Context: an optimization exercise on an open-source flow, tuned for small area, a short achievable clock period and few clock cycles. The choices shown serve that exercise and are no tape-out recipe. Where RTL was checked, it was by simulation tests only, not by an equivalence proof against the original. Power is estimated from default activity; no workload was simulated.

==> job 2756 <==
==> flow/design.v (excerpt) <==
module pgc_units (
    input  wire        clk,
    input  wire        rst,           
    input  wire        cmd_valid,
    output wire        cmd_ready,
    input  wire [3:0]  cmd_op,
    input  wire [31:0] cmd_opa,
    output reg         rsp_valid,
    output reg         rsp_refused,
    output reg  [31:0] rsp_res
);
    localparam [3:0] OP_CRC_NEW   = 4'h1;
    localparam [3:0] OP_CRC_UPD   = 4'h2;
    localparam [3:0] OP_CRC_SUM16 = 4'h3;
    localparam [3:0] OP_CIPH_NEW  = 4'h4;
    localparam [3:0] OP_CIPH_ENC  = 4'h5;
    localparam [15:0] CRC_INIT     = 16'hC387;
    localparam [15:0] CRC_FEEDBACK = 16'hC37B;
    localparam [31:0] KEY          = 32'h43202F2F;
    localparam [29:0] POS_INIT     = 30'h3F7FFFD0;   
    reg [15:0] crc;
    reg [31:0] lcg;
    reg [29:0] pos;
    function [15:0] crc_update;
        input [15:0] c_in;
        input [7:0]  b;
        reg   [15:0] c;
        integer      i;
        begin
            c = c_in ^ {8'h00, b};
            for (i = 0; i < 8; i = i + 1)
                c = c[0] ? ((c >> 1) ^ CRC_FEEDBACK) : (c >> 1);
            crc_update = c;
        end
    endfunction
    wire [31:0] res_x = cmd_opa ^ {pos, 2'b00} ^ KEY;
    wire [31:0] lcg_next;
    wire [31:0] res_next;
    wire m_s0 = lcg[4] ^ lcg[0];
    wire m_c0 = lcg[4] & lcg[0];
    wire m_s1 = lcg[5] ^ ~lcg[3] ^ lcg[1];
    wire m_c1 = (lcg[5] & ~lcg[3]) | (lcg[5] & lcg[1]) | (~lcg[3] & lcg[1]);
    wire m_s2 = lcg[6] ^ ~lcg[4] ^ lcg[2];
    wire m_c2 = (lcg[6] & ~lcg[4]) | (lcg[6] & lcg[2]) | (~lcg[4] & lcg[2]);
    wire m_s3 = lcg[7] ^ lcg[3];
    wire m_c3 = lcg[7] & lcg[3];
    wire m_s4 = ~lcg[5] ^ lcg[0] ^ m_c2;
    wire m_c4 = (~lcg[5] & lcg[0]) | (~lcg[5] & m_c2) | (lcg[0] & m_c2);
    wire m_s5 = lcg[8] ^ lcg[4] ^ lcg[1];
    wire m_c5 = (lcg[8] & lcg[4]) | (lcg[8] & lcg[1]) | (lcg[4] & lcg[1]);
    wire m_s6 = ~lcg[6] ^ m_c3 ^ m_s5;
    wire m_c6 = (~lcg[6] & m_c3) | (~lcg[6] & m_s5) | (m_c3 & m_s5);
    wire m_s7 = lcg[9] ^ lcg[5];
    wire m_c7 = lcg[9] & lcg[5];
    wire m_s8 = ~lcg[7] ^ lcg[2] ^ lcg[0];
    wire m_c8 = (~lcg[7] & lcg[2]) | (~lcg[7] & lcg[0]) | (lcg[2] & lcg[0]);
    wire m_s9 = m_c5 ^ m_s7 ^ m_s8;
    wire m_c9 = (m_c5 & m_s7) | (m_c5 & m_s8) | (m_s7 & m_s8);
  ...
==> flow/config.mk <==
export PLATFORM = sky130hd
export DESIGN_NAME = pgc_units
export DESIGN_NICKNAME = pgc_units
export VERILOG_FILES = /design/flow/design.v
export SDC_FILE = /design/flow/constraint.sdc
export NUM_CORES = 4
export LEC_CHECK = 0
export CAP_MARGIN = 20
export CORE_MARGIN = 2
export CORE_UTILIZATION = 40
export SETUP_SLACK_MARGIN = 3
export SLEW_MARGIN = 20
==> flow/constraint.sdc <==
create_clock -name core_clock -period 8.0 [get_ports {clk}]
set_input_delay 1.6000 -clock core_clock [delete_from_list [all_inputs] [get_ports {clk}]]
set_output_delay 1.6000 -clock core_clock [all_outputs]
set_load 0.01 [all_outputs]
run.sh (not shown) runs the stock make flow with config.mk's settings and CLKGATE_MAP_FILE= SYNTH_SCRIPT=/design/flow/synth_recipe.tcl, a recipe that flattens the netlist after the stock synthesis.
==> job 9350 (differences from job 2756) <==
--- a/flow/design.v
+++ b/flow/design.v
@@ -650,12 +650,24 @@
     assign res_next[27] = m_p27 ^ res_x[27] ^ m_Gs4_26;
     assign res_next[28] = m_p28 ^ res_x[28] ^ m_Gs4_27;
     assign res_next[29] = m_p29 ^ res_x[29] ^ m_Gs4_28;
     assign res_next[30] = m_p30 ^ res_x[30] ^ m_Gs4_29;
     assign res_next[31] = m_p31 ^ res_x[31] ^ m_Gs4_30;
     wire accept = cmd_valid;
+    wire [29:0] pos_flip;
+    wire [4:0]  grp_in;
+    assign grp_in[0] = accept & is_enc;
+    genvar gi, gj;
+    generate for (gi = 0; gi < 5; gi = gi + 1) begin : g_pos
+        if (gi > 0)
+            assign grp_in[gi] = grp_in[gi-1] & ~|pos[6*gi-1 -: 6];
+        assign pos_flip[6*gi] = grp_in[gi];
+        for (gj = 1; gj < 6; gj = gj + 1) begin : g_bit
+            assign pos_flip[6*gi+gj] = pos_flip[6*gi+gj-1] & ~pos[6*gi+gj-1];
+        end
+    end endgenerate
     wire is_crc_new = cmd_op == OP_CRC_NEW;
     wire is_crc_upd = cmd_op == OP_CRC_UPD;
     wire is_sum16   = cmd_op == OP_CRC_SUM16;
     wire is_new     = cmd_op == OP_CIPH_NEW;
     wire is_enc     = cmd_op == OP_CIPH_ENC;
     assign cmd_ready = 1'b1;
@@ -666,17 +678,12 @@
             rsp_valid <= accept;
         rsp_refused <= cmd_op[3] | (cmd_op[2] & cmd_op[1]);
         rsp_res     <= is_sum16 ? {16'h0000, crc} : res_next;
         if (accept) begin
             if (is_crc_new) crc <= CRC_INIT;
             if (is_crc_upd) crc <= crc_update(crc, cmd_opa[7:0]);
-            if (is_new) begin
-                lcg <= cmd_opa;
-                pos <= POS_INIT;
-            end
-            if (is_enc) begin
-                lcg <= lcg_next;
-                pos <= pos - 30'd1;
-            end
+            if (is_new) lcg <= cmd_opa;
+            if (is_enc) lcg <= lcg_next;
         end
+        pos <= (accept && is_new) ? POS_INIT : pos ^ pos_flip;
     end
 endmodule
--- a/flow/config.mk
+++ b/flow/config.mk
@@ -5,8 +5,10 @@
 export SDC_FILE = /design/flow/constraint.sdc
 export NUM_CORES = 4
 export LEC_CHECK = 0
 export CAP_MARGIN = 20
 export CORE_MARGIN = 2
 export CORE_UTILIZATION = 40
-export SETUP_SLACK_MARGIN = 3
+export CTS_BUF_LIST = sky130_fd_sc_hd__clkbuf_4 sky130_fd_sc_hd__clkbuf_8
+export CTS_CLUSTER_SIZE = 20
+export SETUP_SLACK_MARGIN = 2.5
 export SLEW_MARGIN = 20
==> job 2213 (differences from job 2756) <==
--- a/flow/design.v
+++ b/flow/design.v
@@ -650,12 +650,24 @@
     assign res_next[27] = m_p27 ^ res_x[27] ^ m_Gs4_26;
     assign res_next[28] = m_p28 ^ res_x[28] ^ m_Gs4_27;
     assign res_next[29] = m_p29 ^ res_x[29] ^ m_Gs4_28;
     assign res_next[30] = m_p30 ^ res_x[30] ^ m_Gs4_29;
     assign res_next[31] = m_p31 ^ res_x[31] ^ m_Gs4_30;
     wire accept = cmd_valid;
+    wire [29:0] pos_flip;
+    wire [4:0]  grp_in;
+    assign grp_in[0] = accept & is_enc;
+    genvar gi, gj;
+    generate for (gi = 0; gi < 5; gi = gi + 1) begin : g_pos
+        if (gi > 0)
+            assign grp_in[gi] = grp_in[gi-1] & ~|pos[6*gi-1 -: 6];
+        assign pos_flip[6*gi] = grp_in[gi];
+        for (gj = 1; gj < 6; gj = gj + 1) begin : g_bit
+            assign pos_flip[6*gi+gj] = pos_flip[6*gi+gj-1] & ~pos[6*gi+gj-1];
+        end
+    end endgenerate
     wire is_crc_new = cmd_op == OP_CRC_NEW;
     wire is_crc_upd = cmd_op == OP_CRC_UPD;
     wire is_sum16   = cmd_op == OP_CRC_SUM16;
     wire is_new     = cmd_op == OP_CIPH_NEW;
     wire is_enc     = cmd_op == OP_CIPH_ENC;
     assign cmd_ready = 1'b1;
@@ -666,17 +678,12 @@
             rsp_valid <= accept;
         rsp_refused <= cmd_op[3] | (cmd_op[2] & cmd_op[1]);
         rsp_res     <= is_sum16 ? {16'h0000, crc} : res_next;
         if (accept) begin
             if (is_crc_new) crc <= CRC_INIT;
             if (is_crc_upd) crc <= crc_update(crc, cmd_opa[7:0]);
-            if (is_new) begin
-                lcg <= cmd_opa;
-                pos <= POS_INIT;
-            end
-            if (is_enc) begin
-                lcg <= lcg_next;
-                pos <= pos - 30'd1;
-            end
+            if (is_new) lcg <= cmd_opa;
+            if (is_enc) lcg <= lcg_next;
         end
+        pos <= (accept && is_new) ? POS_INIT : pos ^ pos_flip;
     end
 endmodule
--- a/flow/config.mk
+++ b/flow/config.mk
@@ -5,8 +5,9 @@
 export SDC_FILE = /design/flow/constraint.sdc
 export NUM_CORES = 4
 export LEC_CHECK = 0
 export CAP_MARGIN = 20
 export CORE_MARGIN = 2
 export CORE_UTILIZATION = 40
+export CTS_BUF_LIST = sky130_fd_sc_hd__clkbuf_4 sky130_fd_sc_hd__clkbuf_8
 export SETUP_SLACK_MARGIN = 3
 export SLEW_MARGIN = 20
==> job 8884 (differences from job 2756) <==
--- a/flow/config.mk
+++ b/flow/config.mk
@@ -5,8 +5,10 @@
 export SDC_FILE = /design/flow/constraint.sdc
 export NUM_CORES = 4
 export LEC_CHECK = 0
 export CAP_MARGIN = 20
 export CORE_MARGIN = 2
 export CORE_UTILIZATION = 40
+export CTS_BUF_LIST = sky130_fd_sc_hd__clkbuf_4 sky130_fd_sc_hd__clkbuf_8
+export CTS_CLUSTER_SIZE = 30
 export SETUP_SLACK_MARGIN = 3
 export SLEW_MARGIN = 20
==> results.txt <==
Status: job 9350 finished clean; job 2213 finished clean; job 8884 finished clean; job 2756 finished clean
Fin nets: job 9350 1,352; job 2213 1,382; job 8884 1,369; job 2756 1,366
Post-route worst hold slack: job 9350 503 ps; job 2213 506 ps; job 8884 492 ps; job 2756 484 ps
Critical path buffer and inverter count: job 9350 2; job 2213 2; job 8884 4; job 2756 4
EDFF count, synth: job 9350 48; job 2213 48; job 8884 78; job 2756 78
Minimum clock period after layout: job 9350 5260 ps; job 2213 5020 ps; job 8884 4970 ps; job 2756 5010 ps
Global routing usage on met3: job 9350 0.0360; job 2213 0.0332; job 8884 0.0380; job 2756 0.0352
Placement-stage worst setup slack: job 9350 2130 ps; job 2213 2150 ps; job 8884 2320 ps; job 2756 2320 ps
Part of the total power dissipated in the clock network: job 9350 0.134; job 2213 0.121; job 8884 0.133; job 2756 0.164
Filler Cell Count: job 9350 2,373; job 2213 2,292; job 8884 2,329; job 2756 2,337
Post-synthesis share of cell area spent on full adders, half adders and majority gates: job 9350 0.375; job 2213 0.375; job 8884 0.339; job 2756 0.339
Yosys top cell area share: job 9350 0.304; job 2213 0.304; job 8884 0.298; job 2756 0.298
Post-Synth Simple-Gate Area: job 9350 0.0791; job 2213 0.0791; job 8884 0.0953; job 2756 0.0953
Headroom to the max-slew limit: job 9350 0.353; job 2213 0.358; job 8884 0.408; job 2756 0.410
First-pass GRT wire length: job 9350 40,400 µm; job 2213 40,900 µm; job 8884 42,900 µm; job 2756 43,200 µm
Detailed-route vias per instance: job 9350 4.72; job 2213 4.74; job 8884 4.87; job 2756 4.85
Power drawn by the clock network: job 9350 0.358 mW; job 2213 0.357 mW; job 8884 0.360 mW; job 2756 0.467 mW
Clock latency at the later pin of the worst-skew pair: job 9350 390 ps; job 2213 390 ps; job 8884 390 ps; job 2756 360 ps
CP Launch Point: job 9350 lcg[12]; job 2213 lcg[14]; job 8884 lcg[13]; job 2756 lcg[13]
Layout buffer count excluding clock buffers: job 9350 116; job 2213 146; job 8884 152; job 2756 149
Maximum clock frequency: job 9350 190 MHz; job 2213 199 MHz; job 8884 201 MHz; job 2756 200 MHz
Testbench counts of job 9350, summed over its fixed seeds: cycles 21,117.
Testbench counts of job 2213, summed over its fixed seeds: cycles 21,117.
Only the layout flow was run in job 2756 and job 8884; the RTL was not checked for function there.

* * *

==> inputs of job 1214 <==
Another version of the RTL of pgc_units (not shown whole).
Design pgc_units, start of the top module:
module pgc_units (
    input  wire        clk,
    input  wire        rst,           
    input  wire        cmd_valid,
    output wire        cmd_ready,
    input  wire [3:0]  cmd_op,
    input  wire [31:0] cmd_opa,
    output reg         rsp_valid,
    output reg         rsp_refused,
    output reg  [31:0] rsp_res
);
export LEC_CHECK = 0
export CAP_MARGIN = 20
export CORE_MARGIN = 2
export CORE_UTILIZATION = 40
export CTS_BUF_LIST = sky130_fd_sc_hd__clkbuf_4 sky130_fd_sc_hd__clkbuf_8
export SETUP_SLACK_MARGIN = 5
export SLEW_MARGIN = 20
export SYNTH_HIERARCHICAL = 1
create_clock -name core_clock -period 8.0 [get_ports {clk}]
==> job 4337 (differences from job 1214) <==
--- a/flow/design.v
+++ b/flow/design.v
@@ -31,117 +31,16 @@
             c = c_in ^ {8'h00, b};
             for (i = 0; i < 8; i = i + 1)
                 c = c[0] ? ((c >> 1) ^ CRC_FEEDBACK) : (c >> 1);
             crc_update = c;
         end
     endfunction
     wire [31:0] lcg_next;
     wire [31:0] res_next;
-    wire pz0_1 = ~pos[1] & ~pos[0];
-    wire pz0_3 = ~pos[3] & ~pos[2];
-    wire pz0_5 = ~pos[5] & ~pos[4];
-    wire pz0_7 = ~pos[7] & ~pos[6];
-    wire pz0_9 = ~pos[9] & ~pos[8];
-    wire pz0_11 = ~pos[11] & ~pos[10];
-    wire pz0_13 = ~pos[13] & ~pos[12];
-    wire pz0_15 = ~pos[15] & ~pos[14];
-    wire pz0_17 = ~pos[17] & ~pos[16];
-    wire pz0_19 = ~pos[19] & ~pos[18];
-    wire pz0_21 = ~pos[21] & ~pos[20];
-    wire pz0_23 = ~pos[23] & ~pos[22];
-    wire pz0_25 = ~pos[25] & ~pos[24];
-    wire pz0_27 = ~pos[27] & ~pos[26];
-    wire pz0_29 = ~pos[29] & ~pos[28];
-    wire pz1_2 = ~pos[2] & pz0_1;
-    wire pz1_3 = pz0_3 & pz0_1;
-    wire pz1_6 = ~pos[6] & pz0_5;
-    wire pz1_7 = pz0_7 & pz0_5;
-    wire pz1_10 = ~pos[10] & pz0_9;
-    wire pz1_11 = pz0_11 & pz0_9;
-    wire pz1_14 = ~pos[14] & pz0_13;
-    wire pz1_15 = pz0_15 & pz0_13;
-    wire pz1_18 = ~pos[18] & pz0_17;
-    wire pz1_19 = pz0_19 & pz0_17;
-    wire pz1_22 = ~pos[22] & pz0_21;
-    wire pz1_23 = pz0_23 & pz0_21;
-    wire pz1_26 = ~pos[26] & pz0_25;
-    wire pz1_27 = pz0_27 & pz0_25;
-    wire pz2_4 = ~pos[4] & pz1_3;
-    wire pz2_5 = pz0_5 & pz1_3;
-    wire pz2_6 = pz1_6 & pz1_3;
-    wire pz2_7 = pz1_7 & pz1_3;
-    wire pz2_12 = ~pos[12] & pz1_11;
-    wire pz2_13 = pz0_13 & pz1_11;
-    wire pz2_14 = pz1_14 & pz1_11;
-    wire pz2_15 = pz1_15 & pz1_11;
-    wire pz2_20 = ~pos[20] & pz1_19;
-    wire pz2_21 = pz0_21 & pz1_19;
-    wire pz2_22 = pz1_22 & pz1_19;
-    wire pz2_23 = pz1_23 & pz1_19;
-    wire pz2_28 = ~pos[28] & pz1_27;
-    wire pz2_29 = pz0_29 & pz1_27;
-    wire pz3_8 = ~pos[8] & pz2_7;
-    wire pz3_9 = pz0_9 & pz2_7;
-    wire pz3_10 = pz1_10 & pz2_7;
-    wire pz3_11 = pz1_11 & pz2_7;
-    wire pz3_12 = pz2_12 & pz2_7;
-    wire pz3_13 = pz2_13 & pz2_7;
-    wire pz3_14 = pz2_14 & pz2_7;
-    wire pz3_15 = pz2_15 & pz2_7;
-    wire pz3_24 = ~pos[24] & pz2_23;
-    wire pz3_25 = pz0_25 & pz2_23;
-    wire pz3_26 = pz1_26 & pz2_23;
-    wire pz3_27 = pz1_27 & pz2_23;
-    wire pz3_28 = pz2_28 & pz2_23;
-    wire pz3_29 = pz2_29 & pz2_23;
-    wire pz4_16 = ~pos[16] & pz3_15;
-    wire pz4_17 = pz0_17 & pz3_15;
-    wire pz4_18 = pz1_18 & pz3_15;
-    wire pz4_19 = pz1_19 & pz3_15;
-    wire pz4_20 = pz2_20 & pz3_15;
-    wire pz4_21 = pz2_21 & pz3_15;
-    wire pz4_22 = pz2_22 & pz3_15;
-    wire pz4_23 = pz2_23 & pz3_15;
-    wire pz4_24 = pz3_24 & pz3_15;
-    wire pz4_25 = pz3_25 & pz3_15;
-    wire pz4_26 = pz3_26 & pz3_15;
-    wire pz4_27 = pz3_27 & pz3_15;
-    wire pz4_28 = pz3_28 & pz3_15;
-    wire pz4_29 = pz3_29 & pz3_15;
-    assign pos_zero[0] = 1'b1;
-    assign pos_zero[1] = ~pos[0];
-    assign pos_zero[2] = pz0_1;
-    assign pos_zero[3] = pz1_2;
-    assign pos_zero[4] = pz1_3;
-    assign pos_zero[5] = pz2_4;
-    assign pos_zero[6] = pz2_5;
-    assign pos_zero[7] = pz2_6;
-    assign pos_zero[8] = pz2_7;
-    assign pos_zero[9] = pz3_8;
-    assign pos_zero[10] = pz3_9;
-    assign pos_zero[11] = pz3_10;
-    assign pos_zero[12] = pz3_11;
-    assign pos_zero[13] = pz3_12;
-    assign pos_zero[14] = pz3_13;
-    assign pos_zero[15] = pz3_14;
-    assign pos_zero[16] = pz3_15;
-    assign pos_zero[17] = pz4_16;
-    assign pos_zero[18] = pz4_17;
-    assign pos_zero[19] = pz4_18;
-    assign pos_zero[20] = pz4_19;
-    assign pos_zero[21] = pz4_20;
-    assign pos_zero[22] = pz4_21;
-    assign pos_zero[23] = pz4_22;
-    assign pos_zero[24] = pz4_23;
-    assign pos_zero[25] = pz4_24;
-    assign pos_zero[26] = pz4_25;
-    assign pos_zero[27] = pz4_26;
-    assign pos_zero[28] = pz4_27;
-    assign pos_zero[29] = pz4_28;
     wire a_s0, a_c0;
     pgc_ha a_ha0 (.a(lcg[4]), .b(lcg[0]), .s(a_s0), .co(a_c0));
     wire a_s1, a_c1;
     pgc_fa a_fa1 (.a(lcg[5]), .b(~lcg[3]), .c(lcg[1]), .s(a_s1), .co(a_c1));
     wire a_s2, a_c2;
     pgc_fa a_fa2 (.a(lcg[6]), .b(~lcg[4]), .c(lcg[2]), .s(a_s2), .co(a_c2));
     wire a_s3, a_c3;
     pgc_ha a_ha3 (.a(lcg[7]), .b(lcg[3]), .s(a_s3), .co(a_c3));
@@ -869,17 +768,31 @@
     assign res_next[31] = b_p31 ^ rsp_res[31] ^ b_Gs4_30;
     assign cmd_ready = ~busy;
     wire accept     = cmd_valid & ~busy;
     wire is_crc_new = cmd_op == OP_CRC_NEW;
     wire is_crc_upd = cmd_op == OP_CRC_UPD;
     wire is_sum16   = cmd_op == OP_CRC_SUM16;
     wire is_new     = cmd_op == OP_CIPH_NEW;
     wire is_enc     = cmd_op == OP_CIPH_ENC;
-    wire [29:0] pos_zero;     
+    reg  [4:1]  pos_gz;
+    wire [4:1]  pos_gz_d;
+    wire [29:0] pos_zero;
+    genvar gi, gj;
+    generate for (gi = 0; gi < 5; gi = gi + 1) begin : g_pos
+        if (gi == 0) begin : g_first
+            assign pos_zero[0] = 1'b1;
+        end else begin : g_rest
+            assign pos_gz_d[gi] = ~|pos[6*gi-1:0];
+            assign pos_zero[6*gi] = pos_gz[gi];
+        end
+        for (gj = 1; gj < 6; gj = gj + 1) begin : g_bit
+            assign pos_zero[6*gi+gj] = pos_zero[6*gi+gj-1] & ~pos[6*gi+gj-1];
+        end
+    end endgenerate
     always @(posedge clk) begin
         pc_q <= pc_d;
         if (rst) begin
             rsp_valid <= 1'b0;
             busy      <= 1'b0;
         end else begin
             rsp_valid <= busy | (accept & ~is_enc);
             busy      <= accept & is_enc;
@@ -893,16 +806,17 @@
             rsp_res <= cmd_opa ^ {pos, 2'b00} ^ KEY;
         if (accept) begin
             if (is_crc_new) crc <= CRC_INIT;
             if (is_crc_upd) crc <= crc_update(crc, cmd_opa[7:0]);
             if (is_new)     lcg <= cmd_opa;
         end
         if (busy) lcg <= lcg_next;
         pos <= (accept & is_new) ? POS_INIT : pos ^ (pos_zero & {30{busy}});
+        pos_gz <= (accept & is_new) ? 4'b0000 : pos_gz_d;    
     end
 endmodule
 module pgc_fa (
     input  wire a,
     input  wire b,
     input  wire c,
     output wire s,
     output wire co
==> flow/flow/run.sh (new file) <==
#!/bin/bash
set -euo pipefail
export BUFFER_PORTS_ARGS="-buffer_cell sky130_fd_sc_hd__buf_1"
bash standard.sh SETUP_SLACK_MARGIN=5.3 finish > standard.log 2>&1
==> flow/standard.sh (new file) <==
#!/bin/bash
# synth_recipe.tcl (not shown) runs the flow's synth.tcl, then flattens the netlist and writes it again
# the make line also repeats each setting of config.mk as NAME=value (left out here)
make -C /OpenROAD-flow-scripts/flow DESIGN_CONFIG=/design/flow/config.mk WORK_HOME=/design/flow/orfs CLKGATE_MAP_FILE= SYNTH_SCRIPT=/design/flow/synth_recipe.tcl "${@:-finish}"
removed: flow/run.sh
==> job 7743 (differences from job 1214) <==
--- a/flow/design.v
+++ b/flow/design.v
@@ -31,117 +31,16 @@
             c = c_in ^ {8'h00, b};
             for (i = 0; i < 8; i = i + 1)
                 c = c[0] ? ((c >> 1) ^ CRC_FEEDBACK) : (c >> 1);
             crc_update = c;
         end
     endfunction
     wire [31:0] lcg_next;
     wire [31:0] res_next;
-    wire pz0_1 = ~pos[1] & ~pos[0];
-    wire pz0_3 = ~pos[3] & ~pos[2];
-    wire pz0_5 = ~pos[5] & ~pos[4];
-    wire pz0_7 = ~pos[7] & ~pos[6];
-    wire pz0_9 = ~pos[9] & ~pos[8];
-    wire pz0_11 = ~pos[11] & ~pos[10];
-    wire pz0_13 = ~pos[13] & ~pos[12];
-    wire pz0_15 = ~pos[15] & ~pos[14];
-    wire pz0_17 = ~pos[17] & ~pos[16];
-    wire pz0_19 = ~pos[19] & ~pos[18];
-    wire pz0_21 = ~pos[21] & ~pos[20];
-    wire pz0_23 = ~pos[23] & ~pos[22];
-    wire pz0_25 = ~pos[25] & ~pos[24];
-    wire pz0_27 = ~pos[27] & ~pos[26];
-    wire pz0_29 = ~pos[29] & ~pos[28];
-    wire pz1_2 = ~pos[2] & pz0_1;
-    wire pz1_3 = pz0_3 & pz0_1;
-    wire pz1_6 = ~pos[6] & pz0_5;
-    wire pz1_7 = pz0_7 & pz0_5;
-    wire pz1_10 = ~pos[10] & pz0_9;
-    wire pz1_11 = pz0_11 & pz0_9;
-    wire pz1_14 = ~pos[14] & pz0_13;
-    wire pz1_15 = pz0_15 & pz0_13;
-    wire pz1_18 = ~pos[18] & pz0_17;
-    wire pz1_19 = pz0_19 & pz0_17;
-    wire pz1_22 = ~pos[22] & pz0_21;
-    wire pz1_23 = pz0_23 & pz0_21;
-    wire pz1_26 = ~pos[26] & pz0_25;
-    wire pz1_27 = pz0_27 & pz0_25;
-    wire pz2_4 = ~pos[4] & pz1_3;
-    wire pz2_5 = pz0_5 & pz1_3;
-    wire pz2_6 = pz1_6 & pz1_3;
-    wire pz2_7 = pz1_7 & pz1_3;
-    wire pz2_12 = ~pos[12] & pz1_11;
-    wire pz2_13 = pz0_13 & pz1_11;
-    wire pz2_14 = pz1_14 & pz1_11;
-    wire pz2_15 = pz1_15 & pz1_11;
-    wire pz2_20 = ~pos[20] & pz1_19;
-    wire pz2_21 = pz0_21 & pz1_19;
-    wire pz2_22 = pz1_22 & pz1_19;
-    wire pz2_23 = pz1_23 & pz1_19;
-    wire pz2_28 = ~pos[28] & pz1_27;
-    wire pz2_29 = pz0_29 & pz1_27;
-    wire pz3_8 = ~pos[8] & pz2_7;
-    wire pz3_9 = pz0_9 & pz2_7;
-    wire pz3_10 = pz1_10 & pz2_7;
-    wire pz3_11 = pz1_11 & pz2_7;
-    wire pz3_12 = pz2_12 & pz2_7;
-    wire pz3_13 = pz2_13 & pz2_7;
-    wire pz3_14 = pz2_14 & pz2_7;
-    wire pz3_15 = pz2_15 & pz2_7;
-    wire pz3_24 = ~pos[24] & pz2_23;
-    wire pz3_25 = pz0_25 & pz2_23;
-    wire pz3_26 = pz1_26 & pz2_23;
-    wire pz3_27 = pz1_27 & pz2_23;
-    wire pz3_28 = pz2_28 & pz2_23;
-    wire pz3_29 = pz2_29 & pz2_23;
-    wire pz4_16 = ~pos[16] & pz3_15;
-    wire pz4_17 = pz0_17 & pz3_15;
-    wire pz4_18 = pz1_18 & pz3_15;
-    wire pz4_19 = pz1_19 & pz3_15;
-    wire pz4_20 = pz2_20 & pz3_15;
-    wire pz4_21 = pz2_21 & pz3_15;
-    wire pz4_22 = pz2_22 & pz3_15;
-    wire pz4_23 = pz2_23 & pz3_15;
-    wire pz4_24 = pz3_24 & pz3_15;
-    wire pz4_25 = pz3_25 & pz3_15;
-    wire pz4_26 = pz3_26 & pz3_15;
-    wire pz4_27 = pz3_27 & pz3_15;
-    wire pz4_28 = pz3_28 & pz3_15;
-    wire pz4_29 = pz3_29 & pz3_15;
-    assign pos_zero[0] = 1'b1;
-    assign pos_zero[1] = ~pos[0];
-    assign pos_zero[2] = pz0_1;
-    assign pos_zero[3] = pz1_2;
-    assign pos_zero[4] = pz1_3;
-    assign pos_zero[5] = pz2_4;
-    assign pos_zero[6] = pz2_5;
-    assign pos_zero[7] = pz2_6;
-    assign pos_zero[8] = pz2_7;
-    assign pos_zero[9] = pz3_8;
-    assign pos_zero[10] = pz3_9;
-    assign pos_zero[11] = pz3_10;
-    assign pos_zero[12] = pz3_11;
-    assign pos_zero[13] = pz3_12;
-    assign pos_zero[14] = pz3_13;
-    assign pos_zero[15] = pz3_14;
-    assign pos_zero[16] = pz3_15;
-    assign pos_zero[17] = pz4_16;
-    assign pos_zero[18] = pz4_17;
-    assign pos_zero[19] = pz4_18;
-    assign pos_zero[20] = pz4_19;
-    assign pos_zero[21] = pz4_20;
-    assign pos_zero[22] = pz4_21;
-    assign pos_zero[23] = pz4_22;
-    assign pos_zero[24] = pz4_23;
-    assign pos_zero[25] = pz4_24;
-    assign pos_zero[26] = pz4_25;
-    assign pos_zero[27] = pz4_26;
-    assign pos_zero[28] = pz4_27;
-    assign pos_zero[29] = pz4_28;
     wire a_s0, a_c0;
     pgc_ha a_ha0 (.a(lcg[4]), .b(lcg[0]), .s(a_s0), .co(a_c0));
     wire a_s1, a_c1;
     pgc_fa a_fa1 (.a(lcg[5]), .b(~lcg[3]), .c(lcg[1]), .s(a_s1), .co(a_c1));
     wire a_s2, a_c2;
     pgc_fa a_fa2 (.a(lcg[6]), .b(~lcg[4]), .c(lcg[2]), .s(a_s2), .co(a_c2));
     wire a_s3, a_c3;
     pgc_ha a_ha3 (.a(lcg[7]), .b(lcg[3]), .s(a_s3), .co(a_c3));
@@ -869,17 +768,31 @@
     assign res_next[31] = b_p31 ^ rsp_res[31] ^ b_Gs4_30;
     assign cmd_ready = ~busy;
     wire accept     = cmd_valid & ~busy;
     wire is_crc_new = cmd_op == OP_CRC_NEW;
     wire is_crc_upd = cmd_op == OP_CRC_UPD;
     wire is_sum16   = cmd_op == OP_CRC_SUM16;
     wire is_new     = cmd_op == OP_CIPH_NEW;
     wire is_enc     = cmd_op == OP_CIPH_ENC;
-    wire [29:0] pos_zero;     
+    reg  [4:1]  pos_gz;
+    wire [4:1]  pos_gz_d;
+    wire [29:0] pos_zero;
+    genvar gi, gj;
+    generate for (gi = 0; gi < 5; gi = gi + 1) begin : g_pos
+        if (gi == 0) begin : g_first
+            assign pos_zero[0] = 1'b1;
+        end else begin : g_rest
+            assign pos_gz_d[gi] = ~|pos[6*gi-1:0];
+            assign pos_zero[6*gi] = pos_gz[gi];
+        end
+        for (gj = 1; gj < 6; gj = gj + 1) begin : g_bit
+            assign pos_zero[6*gi+gj] = pos_zero[6*gi+gj-1] & ~pos[6*gi+gj-1];
+        end
+    end endgenerate
     always @(posedge clk) begin
         pc_q <= pc_d;
         if (rst) begin
             rsp_valid <= 1'b0;
             busy      <= 1'b0;
         end else begin
             rsp_valid <= busy | (accept & ~is_enc);
             busy      <= accept & is_enc;
@@ -893,16 +806,17 @@
             rsp_res <= cmd_opa ^ {pos, 2'b00} ^ KEY;
         if (accept) begin
             if (is_crc_new) crc <= CRC_INIT;
             if (is_crc_upd) crc <= crc_update(crc, cmd_opa[7:0]);
             if (is_new)     lcg <= cmd_opa;
         end
         if (busy) lcg <= lcg_next;
         pos <= (accept & is_new) ? POS_INIT : pos ^ (pos_zero & {30{busy}});
+        pos_gz <= (accept & is_new) ? 4'b0000 : pos_gz_d;    
     end
 endmodule
 module pgc_fa (
     input  wire a,
     input  wire b,
     input  wire c,
     output wire s,
     output wire co
==> flow/flow/run.sh (new file) <==
#!/bin/bash
set -euo pipefail
export BUFFER_PORTS_ARGS="-buffer_cell sky130_fd_sc_hd__buf_1"
bash standard.sh SETUP_SLACK_MARGIN=5.6 finish > standard.log 2>&1
==> flow/standard.sh (new file) <==
#!/bin/bash
# synth_recipe.tcl (not shown) runs the flow's synth.tcl, then flattens the netlist and writes it again
# the make line also repeats each setting of config.mk as NAME=value (left out here)
make -C /OpenROAD-flow-scripts/flow DESIGN_CONFIG=/design/flow/config.mk WORK_HOME=/design/flow/orfs CLKGATE_MAP_FILE= SYNTH_SCRIPT=/design/flow/synth_recipe.tcl "${@:-finish}"
removed: flow/run.sh
==> job 1594 (differences from job 1214) <==
==> flow/flow/run.sh (new file) <==
#!/bin/bash
set -euo pipefail
export BUFFER_PORTS_ARGS="-buffer_cell sky130_fd_sc_hd__buf_1"
bash standard.sh SETUP_SLACK_MARGIN=5.3 finish > standard.log 2>&1
==> flow/standard.sh (new file) <==
#!/bin/bash
# synth_recipe.tcl (not shown) runs the flow's synth.tcl, then flattens the netlist and writes it again
# the make line also repeats each setting of config.mk as NAME=value (left out here)
make -C /OpenROAD-flow-scripts/flow DESIGN_CONFIG=/design/flow/config.mk WORK_HOME=/design/flow/orfs CLKGATE_MAP_FILE= SYNTH_SCRIPT=/design/flow/synth_recipe.tcl "${@:-finish}"
removed: flow/run.sh
==> notes <==
- Sequential share of layout area, highest first: job 1214, job 4337, job 1594, job 7743.
- Of job 4337 and job 7743, job 7743 has the higher clock power (gap about 3%, measured against job 7743).
- Against job 1594, the maximum frequency of job 4337 is larger by 0.49%.
- Combinational power: job 7743 is higher than job 1594 (27%).
- Between job 1594 and job 4337, the lower sequential power is in job 1594 (gap about 7%, measured against job 4337).
- Worst setup slack: job 7743 > job 4337 > job 1214 > job 1594.
Testbench counts of job 1214, summed over its fixed seeds: cycles 25,286.
Testbench counts of job 1594, summed over its fixed seeds: cycles 25,286.
Only the layout flow was run in job 4337 and job 7743; the RTL was not checked for function there.

==> static timing again, ports no longer ideal <==
No port has a modelled driver above. Below, the same layouts with a new extraction and two added sets of constraints.
Step 1 sets driving cells, clkbuf_16 on the clock port and buf_2 on the other inputs (assumed; they add their load-dependent delay and slew).
Step 2 also shifts input and output timing later by t, the mid clock arrival at the registers, as if the neighbouring blocks saw the same clock.
a / b / c = no drivers / after step 1 / after step 2; a / b = the first two.
| run | shift t [ns] | setup WS [ns] | worst setup path after step 2 | clock arrival spread, ns | pins driven straight from the clock port |
|---|---|---|---|---|---|
| job 2756 | 0.392 | 2.993 / 2.993 / 2.993 | register to register | 0.010 / 0.010 | 1 |
| job 9350 | 0.427 | 2.738 / 2.738 / 2.738 | register to register | 0.013 / 0.013 | 1 |
| job 2213 | 0.427 | 2.978 / 2.978 / 2.940 | input to register | 0.013 / 0.013 | 1 |
| job 8884 | 0.417 | 3.034 / 3.034 / 3.034 | register to register | 0.019 / 0.019 | 1 |
| job 1214 | 0.520 | 5.026 / 5.023 / 4.527 | input to register | 0.018 / 0.017 | 1 |
| job 4337 | 0.510 | 5.030 / 5.030 / 4.740 | input to register | 0.020 / 0.021 | 1 |
| job 7743 | 0.524 | 5.061 / 5.061 / 4.750 | input to register | 0.029 / 0.029 | 1 |
| job 1594 | 0.520 | 5.016 / 5.016 / 4.550 | input to register | 0.022 / 0.022 | 1 |
After both steps every run listed still meets setup and hold. The setup slack of job 1214, which loses most, moves by -0.003 ns with the drivers and by -0.499 ns with both steps.
